This design comes from an exercise in tuning for small area on the open sky130 flow, not from production work. Only simulation tests tie the RTL to the original design; equivalence was not proved. Power and IR drop assume default switching activity.

## flow/design.v

```verilog
module bacman_crc8_step (
    input  wire [7:0] d,
    input  wire [7:0] c,
    output reg  [7:0] q
);
    integer k;
    always @* begin
        q = c ^ d;
        for (k = 0; k < 8; k = k + 1)
            q = q[0] ? ((q >> 1) ^ 8'h81) : (q >> 1);
    end
endmodule
module bacman_crc16_step (
    input  wire [7:0]  d,
    input  wire [15:0] c,
    output reg  [15:0] q
);
    integer k;
    always @* begin
        q = c ^ {8'h00, d};
        for (k = 0; k < 8; k = k + 1)
            q = q[0] ? ((q >> 1) ^ 16'h8408) : (q >> 1);
    end
endmodule
module bacman_cnt32 (
    input  wire        clk,
    input  wire        rst,
    input  wire        inc,
    output wire [31:0] q
);
    reg  [31:0] base;
    reg         pend;
    wire [32:0] c;
    assign c[0] = pend;
    genvar i;
    generate
        for (i = 0; i < 32; i = i + 1) begin : g_c
            assign c[i+1] = c[i] & base[i];
        end
    endgenerate
    assign q = base ^ c[31:0];
    always @(posedge clk)
        if (rst) begin
            base <= 32'd0;
            pend <= 1'b0;
        end else begin
            base <= q;
            pend <= inc;
        end
endmodule
module bacman_silence_ge (
    input  wire [31:0] a,
    input  wire [31:0] b,
    input  wire [31:0] t,
    output wire        ge
);
    wire [31:0] na = ~a;
    wire [31:0] x  = b ^ t ^ na;
    wire [32:0] y, k, c;
    assign y[0] = 1'b0;
    assign k[0] = 1'b0;
    assign c[0] = 1'b0;
    genvar i;
    generate
        for (i = 0; i < 32; i = i + 1) begin : g_b
            assign y[i+1] = (b[i] & t[i]) | (b[i] & na[i]) | (t[i] & na[i]);
            assign k[i+1] = (b[i] & na[i]) | ((b[i] | na[i]) & k[i]);
            assign c[i+1] = (x[i] & y[i]) | ((x[i] | y[i]) & c[i]);
        end
    endgenerate
    assign ge = k[32] ? ~(y[32] & c[32]) : ~(y[32] | c[32]);
endmodule
module bacman_rx #(
    parameter MAX_PAYLOAD = 501
) (
    input  wire        clk,
    input  wire        rst,
    input  wire [31:0] cfg_abort_us,      
    input  wire        ev_valid,
    input  wire        ev_octet,          
    input  wire [31:0] ev_time,           
    input  wire [7:0]  ev_data,
    output reg         frm_valid,
    output wire [7:0]  frm_type,
    output wire [7:0]  frm_dest,
    output wire [7:0]  frm_src,
    output wire [15:0] frm_len,
    output reg         frm_payload_ok,
    output reg         frm_abort,
    output reg         pay_valid,
    output reg  [7:0]  pay_data,
    output wire [31:0] cnt_frames_rx,
    output wire [31:0] cnt_hdr_crc,
    output wire [31:0] cnt_payload_crc,
    output wire [31:0] cnt_oversize,
    output wire [31:0] cnt_frame_abort
);
    localparam [2:0] HUNT = 3'b000, PREAMBLE = 3'b001, HEADER = 3'b010, DATA = 3'b011,
                     CRCLO = 3'b110, CRCHI = 3'b111;
    reg [2:0]  rx_state;
    reg [15:0] rx_index;      
    reg [7:0]  h0, h1, h2, h3, h4;
    reg [15:0] rx_crc;
    reg [31:0] rx_last;
    assign frm_type = h0;
    assign frm_dest = h1;
    assign frm_src  = h2;
    assign frm_len  = {h3, h4};
    wire [7:0]  hcrc_next;
    wire [15:0] dcrc_next;
    bacman_crc8_step  u_crc8  (.d(ev_data), .c(rx_crc[7:0]), .q(hcrc_next));
    bacman_crc16_step u_crc16 (.d(ev_data), .c(rx_crc), .q(dcrc_next));
    wire [15:0] len       = {h3, h4};
    wire        keep      = (len <= MAX_PAYLOAD);
    wire        len_zero  = (len == 16'd0);
    wire        hdr_ok    = (hcrc_next == 8'h55);
    wire        pay_ok    = (dcrc_next == 16'hF0B8);
    wire        timed_out;
    bacman_silence_ge u_sil (.a(ev_time), .b(rx_last), .t(cfg_abort_us), .ge(timed_out));
    wire        octet     = ev_valid && ev_octet;
    wire        in_frame  = rx_state[1];
    wire        abort     = ev_valid && in_frame && timed_out;
    wire        live      = !(ev_valid && timed_out);    
    wire        hdr_byte  = rx_index[15];
    wire s_hunt  = (rx_state == HUNT) || !live;
    wire s_pre   = (rx_state == PREAMBLE) && live;
    wire s_hdr   = (rx_state == HEADER)   && live;
    wire s_data  = (rx_state == DATA)     && live;
    wire s_crclo = (rx_state == CRCLO)    && live;
    wire s_crchi = (rx_state == CRCHI)    && live;
    wire [16:0] idx_c;
    assign idx_c[0] = octet;
    genvar gi;
    generate
        for (gi = 0; gi < 16; gi = gi + 1) begin : g_idx
            assign idx_c[gi+1] = idx_c[gi] & rx_index[gi];
        end
    endgenerate
    wire chk_oct   = octet && s_hdr && !hdr_byte;
    wire done_hdr  = chk_oct && hdr_ok && len_zero;
    wire done_data = octet && s_crchi;
    wire frame     = done_hdr || done_data;
    bacman_cnt32 u_cnt_rx  (.clk(clk), .rst(rst), .inc(frame),                    .q(cnt_frames_rx));
    bacman_cnt32 u_cnt_hdr (.clk(clk), .rst(rst), .inc(chk_oct && !hdr_ok),       .q(cnt_hdr_crc));
    bacman_cnt32 u_cnt_pay (.clk(clk), .rst(rst), .inc(done_data && keep && !pay_ok), .q(cnt_payload_crc));
    bacman_cnt32 u_cnt_ovr (.clk(clk), .rst(rst), .inc(done_data && !keep),      .q(cnt_oversize));
    bacman_cnt32 u_cnt_abt (.clk(clk), .rst(rst), .inc(abort),                    .q(cnt_frame_abort));
    always @(posedge clk) begin
        pay_data       <= ev_data;
        frm_payload_ok <= keep && (rx_state == HEADER || pay_ok);
        if (octet)
            rx_last <= ev_time;
        rx_index <= in_frame ? (rx_index ^ idx_c[15:0]) : 16'hFFFB;
        if (octet && rx_state == HEADER && hdr_byte)
            {h0, h1, h2, h3, h4} <= {h1, h2, h3, h4, ev_data};
        if (!in_frame)
            rx_crc[7:0] <= 8'hFF;
        else if (octet && rx_state == HEADER)
            rx_crc <= hdr_byte ? {rx_crc[15:8], hcrc_next} : 16'hFFFF;
        else if (octet)
            rx_crc <= dcrc_next;
        if (rst) begin
            rx_state        <= HUNT;
            frm_valid       <= 1'b0;
            frm_abort       <= 1'b0;
            pay_valid       <= 1'b0;
        end else begin
            frm_valid <= frame;
            frm_abort <= abort;
            pay_valid <= octet && s_data && keep;
            if (ev_valid) begin
                if (!live && rx_state != HUNT)
                    rx_state <= HUNT;
                if (octet) begin
                    if (s_hunt) begin
                        if (ev_data == 8'h55)
                            rx_state <= PREAMBLE;
                    end
                    if (s_pre) begin
                        if (ev_data == 8'hFF)
                            rx_state <= HEADER;
                        else if (ev_data != 8'h55)
                            rx_state <= HUNT;
                    end
                    if (chk_oct)
                        rx_state <= (hdr_ok && !len_zero) ? DATA : HUNT;
                    if (s_data && rx_index == len)
                        rx_state <= CRCLO;
                    if (s_crclo)
                        rx_state <= CRCHI;
                    if (s_crchi)
                        rx_state <= HUNT;
                end
            end
        end
    end
endmodule
module bacman_tx (
    input  wire        clk,
    input  wire        rst,
    input  wire [7:0]  cfg_station,       
    input  wire        tx_start,
    input  wire [7:0]  tx_type,
    input  wire [7:0]  tx_dest,
    input  wire [15:0] tx_len,
    output wire        tx_busy,
    input  wire        txp_valid,
    input  wire [7:0]  txp_data,
    output wire        txp_ready,
    output reg         txo_valid,
    output reg  [7:0]  txo_data,
    input  wire        txo_ready,
    output wire [31:0] cnt_frames_tx
);
    localparam [3:0] S_IDLE  = 4'd0,
                     S_SYNC1 = 4'd1,
                     S_SYNC2 = 4'd2,
                     S_TYPE  = 4'd3,
                     S_DEST  = 4'd4,
                     S_SRC   = 4'd5,
                     S_LENHI = 4'd6,
                     S_LENLO = 4'd7,
                     S_HCRC  = 4'd8,
                     S_DATA  = 4'd9,
                     S_DCRCL = 4'd10,
                     S_DCRCH = 4'd11;
    reg [3:0]  state;
    reg [7:0]  f_type, f_dest, f_src;
    reg [15:0] f_len;
    wire [7:0]  hcrc_next;
    wire [15:0] dcrc_next;
    wire [7:0]  hcrc_prev = (state == S_TYPE) ? 8'h00 : f_type;
    bacman_crc8_step  u_crc8  (.d(txo_data), .c(~hcrc_prev), .q(hcrc_next));
    bacman_crc16_step u_crc16 (.d(txp_data), .c(~{f_dest, f_type}), .q(dcrc_next));
    assign tx_busy   = (state != S_IDLE);
    assign txp_ready = (state == S_DATA) && txo_ready;
    always @* begin
        txo_valid = 1'b1;
        txo_data  = 8'h00;
        case (state)
            S_IDLE:  txo_valid = 1'b0;
            S_SYNC1: txo_data  = 8'h55;
            S_SYNC2: txo_data  = 8'hFF;
            S_TYPE:  txo_data  = f_type;
            S_DEST:  txo_data  = f_dest;
            S_SRC:   txo_data  = f_src;
            S_LENHI: txo_data  = f_len[15:8];
            S_LENLO: txo_data  = f_len[7:0];
            S_HCRC:  txo_data  = f_type;
            S_DATA: begin
                txo_valid = txp_valid;
                txo_data  = txp_data;
            end
            S_DCRCL: txo_data  = f_type;
            S_DCRCH: txo_data  = f_dest;
            default: txo_valid = 1'b0;
        endcase
    end
    wire fire = txo_valid && txo_ready;
    wire [16:0] dec_b;
    assign dec_b[0] = (state == S_DATA) && fire;
    genvar gi;
    generate
        for (gi = 0; gi < 16; gi = gi + 1) begin : g_dec
            assign dec_b[gi+1] = dec_b[gi] & ~f_len[gi];
        end
    endgenerate
    bacman_cnt32 u_cnt_tx (.clk(clk), .rst(rst), .inc((state == S_IDLE) && tx_start), .q(cnt_frames_tx));
    always @(posedge clk)
        if (state == S_IDLE && tx_start) f_len <= tx_len;
        else                              f_len <= f_len ^ dec_b[15:0];
    always @(posedge clk) begin
        if (rst) begin
            state         <= S_IDLE;
        end else begin
            case (state)
                S_IDLE: begin
                    if (tx_start) begin
                        state         <= S_SYNC1;
                        f_type        <= tx_type;
                        f_dest        <= tx_dest;
                        f_src         <= cfg_station;
                    end
                end
                S_SYNC1: if (fire) state <= S_SYNC2;
                S_SYNC2: if (fire) state <= S_TYPE;
                S_TYPE, S_DEST, S_SRC, S_LENHI: if (fire) begin
                    f_type   <= ~hcrc_next;
                    state    <= state + 4'd1;
                end
                S_LENLO: if (fire) begin
                    f_type   <= ~hcrc_next;
                    state    <= S_HCRC;
                end
                S_HCRC: if (fire) begin
                    {f_dest, f_type} <= 16'h0000;
                    state <= (f_len == 16'd0) ? S_IDLE : S_DATA;
                end
                S_DATA: if (fire) begin
                    {f_dest, f_type} <= ~dcrc_next;
                    if (f_len == 16'd1)
                        state <= S_DCRCL;
                end
                S_DCRCL: if (fire) state <= S_DCRCH;
                S_DCRCH: if (fire) state <= S_IDLE;
                default: state <= S_IDLE;
            endcase
        end
    end
endmodule
module bacman_codec (
    input  wire        clk,
    input  wire        rst,
    input  wire [7:0]  cfg_station,
    input  wire [31:0] cfg_abort_us,
    input  wire        ev_valid,
    input  wire        ev_octet,
    input  wire [31:0] ev_time,
    input  wire [7:0]  ev_data,
    output wire        frm_valid,
    output wire [7:0]  frm_type,
    output wire [7:0]  frm_dest,
    output wire [7:0]  frm_src,
    output wire [15:0] frm_len,
    output wire        frm_payload_ok,
    output wire        frm_abort,
    output wire        pay_valid,
    output wire [7:0]  pay_data,
    output wire [31:0] cnt_frames_rx,
    output wire [31:0] cnt_hdr_crc,
    output wire [31:0] cnt_payload_crc,
    output wire [31:0] cnt_oversize,
    output wire [31:0] cnt_frame_abort,
    input  wire        tx_start,
    input  wire [7:0]  tx_type,
    input  wire [7:0]  tx_dest,
    input  wire [15:0] tx_len,
    output wire        tx_busy,
    input  wire        txp_valid,
    input  wire [7:0]  txp_data,
    output wire        txp_ready,
    output wire        txo_valid,
    output wire [7:0]  txo_data,
    input  wire        txo_ready,
    output wire [31:0] cnt_frames_tx
);
    bacman_rx u_rx (
        .clk(clk), .rst(rst), .cfg_abort_us(cfg_abort_us),
        .ev_valid(ev_valid), .ev_octet(ev_octet), .ev_time(ev_time), .ev_data(ev_data),
        .frm_valid(frm_valid), .frm_type(frm_type), .frm_dest(frm_dest), .frm_src(frm_src),
        .frm_len(frm_len), .frm_payload_ok(frm_payload_ok), .frm_abort(frm_abort),
        .pay_valid(pay_valid), .pay_data(pay_data),
        .cnt_frames_rx(cnt_frames_rx), .cnt_hdr_crc(cnt_hdr_crc),
        .cnt_payload_crc(cnt_payload_crc), .cnt_oversize(cnt_oversize),
        .cnt_frame_abort(cnt_frame_abort)
    );
    bacman_tx u_tx (
        .clk(clk), .rst(rst), .cfg_station(cfg_station),
        .tx_start(tx_start), .tx_type(tx_type), .tx_dest(tx_dest), .tx_len(tx_len),
        .tx_busy(tx_busy),
        .txp_valid(txp_valid), .txp_data(txp_data), .txp_ready(txp_ready),
        .txo_valid(txo_valid), .txo_data(txo_data), .txo_ready(txo_ready),
        .cnt_frames_tx(cnt_frames_tx)
    );
endmodule
```

## flow/flow/run.sh

```bash
#!/bin/bash
# Own layout flow: the standard ORFS flow (standard.sh, unchanged synthesis),
# with two changes that only affect buffering:
#  - the port buffers use the smallest buffer cell (sky130_fd_sc_hd__buf_1);
#  - clock tree synthesis uses larger sink clusters of clkbuf_16 and no dummy
#    load cells.
set -euo pipefail
export BUFFER_PORTS_ARGS="-buffer_cell sky130_fd_sc_hd__buf_1"
export CTS_ARGS="-sink_clustering_enable -repair_clock_nets -dont_use_dummy_load -buf_list sky130_fd_sc_hd__clkbuf_16 -sink_clustering_size 35 -sink_clustering_max_diameter 100"
bash standard.sh finish > standard_finish.log 2>&1
```

## flow/standard.sh

```bash
#!/bin/bash
# synth_recipe.tcl (not shown) runs the flow's synth.tcl, then flattens the netlist and writes it again
# the make line also repeats each setting of config.mk as NAME=value (left out here)
make -C /OpenROAD-flow-scripts/flow DESIGN_CONFIG=/design/flow/config.mk WORK_HOME=/design/flow/orfs CLKGATE_MAP_FILE= SYNTH_SCRIPT=/design/flow/synth_recipe.tcl "${@:-finish}"
```

## flow/config.mk

```make
export PLATFORM = sky130hd
export DESIGN_NAME = bacman_codec
export DESIGN_NICKNAME = bacman_codec
export VERILOG_FILES = /design/flow/design.v
export SDC_FILE = /design/flow/constraint.sdc
export NUM_CORES = 4
export LEC_CHECK = 0
export CAP_MARGIN = 20
export CORE_MARGIN = 2
export CORE_UTILIZATION = 60
export PLACE_DENSITY = 0.75
export SLEW_MARGIN = 20
```

## flow/constraint.sdc

```tcl
create_clock -name core_clock -period 10.0 [get_ports {clk}]
set_input_delay 2.0000 -clock core_clock [delete_from_list [all_inputs] [get_ports {clk}]]
set_output_delay 2.0000 -clock core_clock [all_outputs]
set_load 0.01 [all_outputs]
```

==> flow_metrics.env <==
export IMPL_multiInputGateArea_um2=8200
export IMPL_finalMaxSlewViolations=0
export IMPL_final_hold_viol_count=0
export IMPL_synth_top_cells_by_area="dfxtp_1, edfxtp_1, ha_1"
export IMPL_synth_enable_flop_cells=104
export IMPL_report_final_setup_viol=0
export IMPL_cts_buffer_depth=3
export IMPL_grt_remaining_overflow=0
export IMPL_antenna_found_initial=0
export IMPL_all_layer_global_routing_usage_pct=24.5
export IMPL_timing_setup_tns_ns=0
export IMPL_number_of_maximum_capacitance_constraint_violations=0
export IMPL_synthesis_area_um2=17000
export IMPL_layout_filler_cells=2199
export IMPL_yosysWarningCount=5
export IMPL_synthDistinctLibCells=70
export IMPL_power_per_cell_area_nw_per_um2=181
export IMPL_drt_first_iter_violations=735
export IMPL_gp_congestion=0.869
export IMPL_cts_sinks=359
export IMPL_post_cts_resized=0
export IMPL_finalCriticalPeriod_ns=9.43
export IMPL_synth_area_mux_share_pct=0.177
export IMPL_slew_limit_headroom_pct=28.6
export IMPL_dp_hpwl_mm=29.1
export IMPL_worst_endpoint_arrival_ns=7.43
export IMPL_path_class="flip-flop to output pin"
export IMPL_critPathBufInv=1
export IMPL_grt_start_max_net_pins=107
export IMPL_max_stage_delay_ns=0.34
export IMPL_synth_most_common_cell="dfxtp_1"
export IMPL_final_core_utilization_pct=68.7
export IMPL_worst_pin_slew_ns=1.07
export IMPL_synth_main_ff_cell="dfxtp_1"
export IMPL_postSynthNetCount=1874
export IMPL_syn_inst=1493
export IMPL_critPathSlowestCell="dfxtp_1"
export IMPL_h_tree_depth=1
export IMPL_numCtsBuffers=15
export IMPL_path_delay_family="adder cells"
export IMPL_post_synth_xor_area_fraction_pct=5.34
export IMPL_critical_path_peak_fanout=2
export IMPL_ys_seq_elements=359
export IMPL_postRouteAntennaNets=0
export IMPL_worst_ep_required_time_ns=8.00
export IMPL_endpoint_kind="output pin"
export IMPL_detail_route_vias_per_cell=5.37
export IMPL_grt_setup_unrepaired="no"
export IMPL_synth_area_per_cell_um2=11.4
export IMPL_final_instance_count_excl_fill=2225
export IMPL_synth_simple_gate_area_share_pct=14.1
export IMPL_sequential_cell_area_um2=8230
export IMPL_num_io_pins=382
export IMPL_synth_fa_ha_area_share_pct=20.9
export IMPL_yosys_top_cells_count="dfxtp_1, ha_1, nor2b_1"
export IMPL_cts_root_buf="clkbuf_16"
export IMPL_worst_ir_drop_vdd_mv=0.221
export IMPL_die_area_um2=29700
export IMPL_critical_path_top_cell_by_count="ha_1"
export IMPL_clk_insertion_delay_late_ns=0.53
export IMPL_netlist_area_leader_share_pct=30.0
export IMPL_fp_dieW_um=172
export IMPL_leak_nw=8.49
export IMPL_yosys_top_cell_by_area="dfxtp_1"
export IMPL_synth_compound_area_share_pct=7.69
export IMPL_vias=12000
export IMPL_core_area_um2=27900
export IMPL_grt_first_pass_wirelength_mm=58.4
export IMPL_detail_route_drc_violations=0
export IMPL_diodes=0
export IMPL_grt_pass1_vias=11800
export IMPL_clk_transition_reported_paths_ns=0.12
export IMPL_design_final_nets=2230
export IMPL_synth_seq_area_share_pct=48.4
export IMPL_largest_family_of_logic_cells_by_synthesized_area="adder cells"
export IMPL_outcome="complete, no violations"
export IMPL_cts_hold_buffers_added=0
export IMPL_placed_cells=2210
export IMPL_post_synthesis_async_set_or_reset_flop_share_pct=0
export IMPL_drtPass1Iterations=6
export IMPL_final_period_utilization_pct=94.3
export IMPL_count_of_buffers_inserted_at_the_top_level_ports=381
export IMPL_area_delta_synth_final_pct=12.6
export IMPL_worst_setup_path_start_kind="flip-flop"
export IMPL_min_delay_path_class="flip-flop to flip-flop"
export IMPL_timing_clock_skew_ns=0.0757
export IMPL_tritoncts="built"
export IMPL_num_rows=61
export IMPL_final_layout_size_suffix_gt1_share_pct=2.27
export IMPL_wl_per_cell_um=16.9
export IMPL_cts_setup_buffers=0
export IMPL_final_wirelength_mm=37.7
export IMPL_initial_util_pct=61.0
export IMPL_clock_fmax_mhz=106
export IMPL_floorplan_die_height_um=172
-- placed cells by master (no fill, tap or decap), drive strengths merged, types with 10 or more instances in the layout --
cell type | Yosys | routed
a21oi | 42 | 42
a222oi | 10 | 10
a22oi | 15 | 15
buf | 7 | 388
clkbuf | 43 | 16
dfxtp | 255 | 255
edfxtp | 104 | 104
fa | 31 | 31
ha | 223 | 223
inv | 96 | 96
maj3 | 14 | 14
nand2 | 65 | 65
nand2b | 30 | 30
nand3 | 19 | 19
nor2 | 54 | 54
nor2b | 205 | 205
nor3 | 11 | 11
o21ai | 28 | 28
o221ai | 13 | 13
o22ai | 17 | 17
xnor2 | 74 | 74
xor2 | 21 | 21
-- worst register-to-register path, delay by kind of cell, from the launching register on --
kind	cells	cell delay, ns
adders and majority gates	31	6.20
DFF	1	0.34
xor gates and xnor gates	1	0.18
and+or+nand+nor	1	0.13
-- power breakdown --
group	switching (mW)	internal (mW)
Sequential	0.0695	1.58
Combinational	0.596	0.516
Clock	0.429	0.273
-- layout make-up --
cell class | count | share of cell area (%)
inverter | 97 | 1.90
sequential | 359 | 43.0
multi-input combinational | 987 | 42.8
tap | 378 | 2.47
clock buffer | 15 | 1.96
timing repair buffer | 389 | 7.81
-- kinds of logic after synthesis --
kind of cell	count (synthesis)
AOI/OAI and AO/OA	186
DFF	359
and+or+nand+nor	433
buffers and inverters	147
muxes	3
xor gates and xnor gates	97
adders and majority gates	268
-- final timing paths --
| kind | startpoint | end | slack [ns] | cells after the start |
|---|---|---|---|---|
| worst max-delay path | u_rx.frm_abort | cnt_frame_abort[31] | 0.57 | 33 |
| worst min-delay path | u_rx.h1[7] | u_rx.h0[7] | 0.46 | 0 |
| worst max register to register | u_rx.frm_abort | u_rx.u_cnt_abt.base[31] | 3.03 | 33 |
| worst min register to register | u_rx.h1[7] | u_rx.h0[7] | 0.46 | 0 |
-- metrics by stage --
| step | worst slack, ns | total power [mW] | instance area, um2 | hold slack, ns |
|---|---|---|---|---|
| floorplan | 1.55 | 2.54 | 17000 | 0.460 |
| global placement | 1.22 | 2.75 | 18800 | 0.429 |
| detailed placement | 1.11 | 2.78 | 18800 | 0.433 |
| CTS | 0.483 | 3.48 | 19100 | 0.458 |
| global route | 0.171 | 3.64 | 19100 | 0.473 |
| finish | 0.572 | 3.47 | 19100 | 0.459 |
-- sequential cells by signal, indices dropped and copies added, names as in the netlist, 3 cells and up --
name / cells
u_rx.rx_last: 32
u_rx.u_cnt_abt.base: 32
u_rx.u_cnt_hdr.base: 32
u_rx.u_cnt_ovr.base: 32
u_rx.u_cnt_pay.base: 32
u_rx.u_cnt_rx.base: 32
u_tx.u_cnt_tx.base: 32
u_rx.rx_crc: 16
u_rx.rx_index: 16
u_tx.f_len: 16
u_rx.h0: 8
u_rx.h1: 8
u_rx.h2: 8
u_rx.h3: 8
u_rx.h4: 8
u_rx.pay_data: 8
u_tx.f_dest: 8
u_tx.f_src: 8
u_tx.f_type: 8
u_tx.state: 4
u_rx.rx_state: 3
-- routing by layer --
| layer | vias to the layer above | part of all wire (%) | global-route usage, % |
|---|---|---|---|
| li1 | 5881 | - | - |
| met1 | 5594 | 41 | 29.9 |
| met2 | 419 | 47 | 42.9 |
| met3 | 62 | 8.2 | 5.93 |
| met4 | 0 | 3.2 | 7.67 |
| met5 | - | 0 | 0 |

==> re-timing with driven ports <==
In the flow no input, the clock included, has a driving cell. The finished layout below was timed again as built, in two steps. Step 1 (the two cells are an assumption about what drives the block):
set clk [get_ports {clk}]
set_driving_cell -lib_cell sky130_fd_sc_hd__clkbuf_16 $clk
set_driving_cell -lib_cell sky130_fd_sc_hd__buf_2 [delete_from_list [all_inputs] $clk]
Step 2, shift: input delay + t, output delay - t, t = (earliest + latest rising clock arrival at the registers) / 2. This alone moves slack from input paths to output paths. Slacks: ideal / step 1 / step 2; pairs: ideal / step 1.
shift t [ns]: 0.546
slack for setup (ns): 0.572 / 0.521 / 1.067
hold slack, ns: 0.459 / 0.459 / 0.459
worst setup path after step 2: register to output
pins driven straight from the clock port: 1
After both steps setup and hold are still met in this run. The setup slack of this run moves by -0.051 ns with the drivers and by +0.495 ns with both steps.
